What follows belongs to an exercise in optimizing a design on an open flow for small area; a production flow would make more cautious choices. In this exercise RTL edits were held to simulation tests only and were not proved equivalent to the original. Power is estimated from default activity; no workload was simulated.

maple:
==> flow/design.v (excerpt) <==
module ft300_core (
    input  wire         clk,
    input  wire         rst,
    input  wire [63:0]  time_now,
    input  wire         cmd_valid,
    output wire         cmd_ready,
    input  wire [7:0]   cmd_word,
    input  wire         rx_valid,
    input  wire         rx_timeout,
    output wire         rx_ready,
    input  wire [7:0]   rx_data,
    output reg          rsp_valid,
    output reg  [2:0]   rsp_op,
    output reg  [3:0]   rsp_status,
    output wire [107:0] rsp_sample,
    output wire [63:0]  rsp_freq
);
For scale: about 1600 cells after synthesis, roughly 270 I/O pins, about 16000 um2 of cells after synthesis.
==> flow/config.mk <==
export PLATFORM = sky130hd
export DESIGN_NAME = ft300_core
export DESIGN_NICKNAME = ft300_core
export VERILOG_FILES = /design/flow/design.v
export SDC_FILE = /design/flow/constraint.sdc
export NUM_CORES = 4
export LEC_CHECK = 0
export CAP_MARGIN = 20
export CORE_MARGIN = 2
export CORE_UTILIZATION = 75
export PLACE_DENSITY = 0.85
export SLEW_MARGIN = 20
==> flow/constraint.sdc <==
create_clock -name core_clock -period 20.0 [get_ports {clk}]
set_input_delay 4.0000 -clock core_clock [delete_from_list [all_inputs] [get_ports {clk}]]
set_output_delay 4.0000 -clock core_clock [all_outputs]
set_load 0.01 [all_outputs]
standard.sh (not shown) runs the stock make flow with config.mk's settings and CLKGATE_MAP_FILE= SYNTH_SCRIPT=/design/flow/synth_recipe.tcl, a recipe that flattens the netlist after the stock synthesis.
==> flow/flow/run.sh <==
#!/bin/bash
# The standard ORFS flow with a few layout choices changed:
#  - after the standard synthesis, the logic between the flip-flops is
#    re-mapped by ABC for area (flow/resyn.ys, flow/abc.script); the
#    flip-flops themselves are kept as the standard synthesis made them;
#  - the port buffers use the smallest buffer cell;
#  - clock tree synthesis uses clkbuf_4 with small clusters and no dummy loads.
# Each tool's output goes to a log file of its own in this folder.
set -euo pipefail
export BUFFER_PORTS_ARGS="-buffer_cell sky130_fd_sc_hd__buf_1"
export CTS_ARGS="-sink_clustering_enable -repair_clock_nets -dont_use_dummy_load -buf_list sky130_fd_sc_hd__clkbuf_4 -sink_clustering_size 10 -sink_clustering_max_diameter 30"
R=orfs/results/$FLOW_PLATFORM/ft300_core/base
LIB=$FLOW_HOME/platforms/$FLOW_PLATFORM/lib/sky130_fd_sc_hd__tt_025C_1v80.lib
YOSYS=$FLOW_HOME/../tools/install/yosys/bin/yosys
bash standard.sh synth > synth.log 2>&1
cp $R/1_2_yosys.v $R/1_2_yosys_standard.v
sed -e "s#@LIB@#$LIB#g" -e "s#@IN@#$R/1_2_yosys_standard.v#" -e "s#@OUT@#$R/1_2_yosys.v#" \
    -e "s#@TOP@#$FLOW_TOP#" -e "s#@ABC@#$PWD/flow/abc.script#" flow/resyn.ys > resyn_run.ys
$YOSYS -s resyn_run.ys > resyn.log 2>&1
rm -f $R/1_synth.odb $R/1_synth.sdc
bash standard.sh > flow.log 2>&1
Other scripts of this flow, unchanged in this note and not shown: flow/flow/abc.script, flow/flow/resyn.ys
What birch does differently from maple at the input level:
-- flow/design.v --
<<< maple, line 16
    output wire [63:0]  rsp_freq
);
    localparam [2:0] S_IDLE = 3'd0, S_DISC = 3'd1, S_CAPT = 3'd2,
                     S_READY = 3'd3, S_READING = 3'd4, S_STOP = 3'd5;
    localparam [2:0] D_IDLE = 3'd0, D_EPASS = 3'd1, D_WAITS = 3'd2, D_E = 3'd3,
                     D_LOAD = 3'd4, D_STEP = 3'd5, D_ROUND = 3'd6, D_EL = 3'd7;
    integer k;
    reg  [2:0] ph8;
>>> birch, line 16
    output wire [63:0]  rsp_freq
);
    localparam [2:0] S_IDLE = 3'b000, S_DISC = 3'b100, S_CAPT = 3'b101,
                     S_READY = 3'b001, S_READING = 3'b110, S_STOP = 3'b010;
    localparam [2:0] D_IDLE = 3'd0, D_EPASS = 3'd1, D_WAITS = 3'd2, D_E = 3'd3,
                     D_EL = 3'd4, D_ROUND = 3'd5, D_LOAD = 3'd6, D_STEP = 3'd7;
    integer k;
    reg  [2:0] ph8;
<<< maple, line 50
    wire calm    = rsp_op[0];                           
    wire freq_en = (rsp_op == 3'd2) && (rsp_status == 4'd0);    
    wire inflight = (sess == S_DISC) || (sess == S_CAPT) || (sess == S_READING);
    wire ev_cycle = !busy && ph8_7;
    assign cmd_ready = ev_cycle && !inflight;
>>> birch, line 50
    wire calm    = rsp_op[0];                           
    wire freq_en = (rsp_op == 3'd2) && (rsp_status == 4'd0);    
    wire inflight = sess[2];
    wire ev_cycle = !busy && ph8_7;
    assign cmd_ready = ev_cycle && !inflight;
<<< maple, line 65
    wire       ins   = byte_fire && !match;
    reg [7:0] w [0:14];
    reg       win_shift, win_pass, ptype_dec;
    wire [3:0] pb = ctr[3:0];
>>> birch, line 65
    wire       ins   = byte_fire && !match;
    reg [7:0] w [0:14];
    reg [7:0] tt [0:7];       
    reg [7:0] ss [0:7];
    reg       win_shift, win_pass, ptype_dec;
    wire [3:0] pb = ctr[3:0];
<<< maple, line 196
            crc_ok <= crc_ok & (crc[0] == s);
    end
    reg  [7:0] tt [0:7];
    reg  [7:0] ss [0:7];
    wire       tload  = ev_cycle;
    wire       tshort = (dstate == D_E) || (dstate == D_EL) || (dstate == D_LOAD) || (dstate == D_STEP) || (dstate == D_ROUND);
>>> birch, line 198
            crc_ok <= crc_ok & (crc[0] == s);
    end
    wire       tload  = ev_cycle;
    wire       tshort = (dstate == D_E) || (dstate == D_EL) || (dstate == D_LOAD) || (dstate == D_STEP) || (dstate == D_ROUND);
<<< maple, line 220
    reg [7:0] qq [0:4];
    reg        xmax, xeq;
    reg  [7:0] kd, xmd;
    always @(*) begin
        case (p5)
            3'd1: begin kd = 8'h24; xmd = 8'hDC; end
            3'd2: begin kd = 8'hF4; xmd = 8'h0B; end
            3'd3: begin kd = 8'h00; xmd = 8'h23; end
            3'd4: begin kd = 8'h00; xmd = 8'hF4; end
            default: begin kd = 8'h00; xmd = 8'h00; end
        endcase
    end
>>> birch, line 220
    reg [7:0] qq [0:4];
    reg        xmax, xeq;
    reg  [7:0] kd;
    always @(*) begin
        case (p5)
            3'd1:    kd = 8'h24;
            3'd2:    kd = 8'hF4;
            default: kd = 8'h00;
        endcase
    end
<<< maple, line 233
    wire [8:0] xs   = {1'b0, xa} + {1'b0, kd} + {8'd0, p5_0 ? 1'b0 : cy};
    wire [7:0] xnew = xmax ? 8'h00 : xs[7:0];
    wire       xeqn = (p5_0 ? 1'b1 : xeq) & (xnew == xmd);
    reg        sR, rsh, qsh, dnext, rnz;
    wire       rsi  = p5_0 ? dnext : rsh;
>>> birch, line 231
    wire [8:0] xs   = {1'b0, xa} + {1'b0, kd} + {8'd0, p5_0 ? 1'b0 : cy};
    wire [7:0] xnew = xmax ? 8'h00 : xs[7:0];
    wire       xeqn = p5_4 ? (xeq & (xnew == 8'hF4)) : (xnew == 8'h23);
    reg        sR, rsh, qsh, dnext, rnz;
    wire       rsi  = p5_0 ? dnext : rsh;
==> run notes <==
birch | status: complete | timing, DRC, antenna: pass. Diff maple -> birch: sum of met2 wire segment lengths after detailed routing shows an increase of 4.9%, aggregate global-route resource usage barely changed, clock network power consumption moved up, wire length moved up. birch reports a lower non-clock buffer count than maple does. Higher power density relative to cell area among birch and maple: birch. From maple to birch the numbers moved as follows: die area went down 0.44%, post-route cell area shrank by 0.36%, final critical delay including setup and external delays went up by 15 ps. Compare birch and maple | number of logic inverters in the finished layout higher: maple.

## port drivers added, routing unchanged
No port has a modelled driver above. Below, the same layouts with a new extraction and two added sets of constraints.
Step 1 (the two cells are an assumption about what drives the block):
set clk [get_ports {clk}]
set_driving_cell -lib_cell sky130_fd_sc_hd__clkbuf_16 $clk
set_driving_cell -lib_cell sky130_fd_sc_hd__buf_2 [delete_from_list [all_inputs] $clk]
Step 2 adds t to the input delays and takes it off the output delays; t is the mean of the earliest and latest rising clock arrival at the registers after step 1. Input paths then give back, and output paths get back, about the clock's delay inside the block.
Slacks: ideal / step 1 / step 2; pairs: ideal / step 1.
run	t, ns	setup WS [ns]	clock arrival spread, ns	worst data-port slew with drivers (ns)	pins driven straight from the clock port
maple	0.726	13.580 / 13.534 / 13.156	0.109 / 0.110	0.06	1
birch	0.715	13.565 / 13.519 / 13.577	0.137 / 0.137	0.07	1
After both steps setup and hold are still met in every run listed. For maple, which loses most, drivers alone change the setup slack by -0.046 ns; drivers and shift together by -0.424 ns.
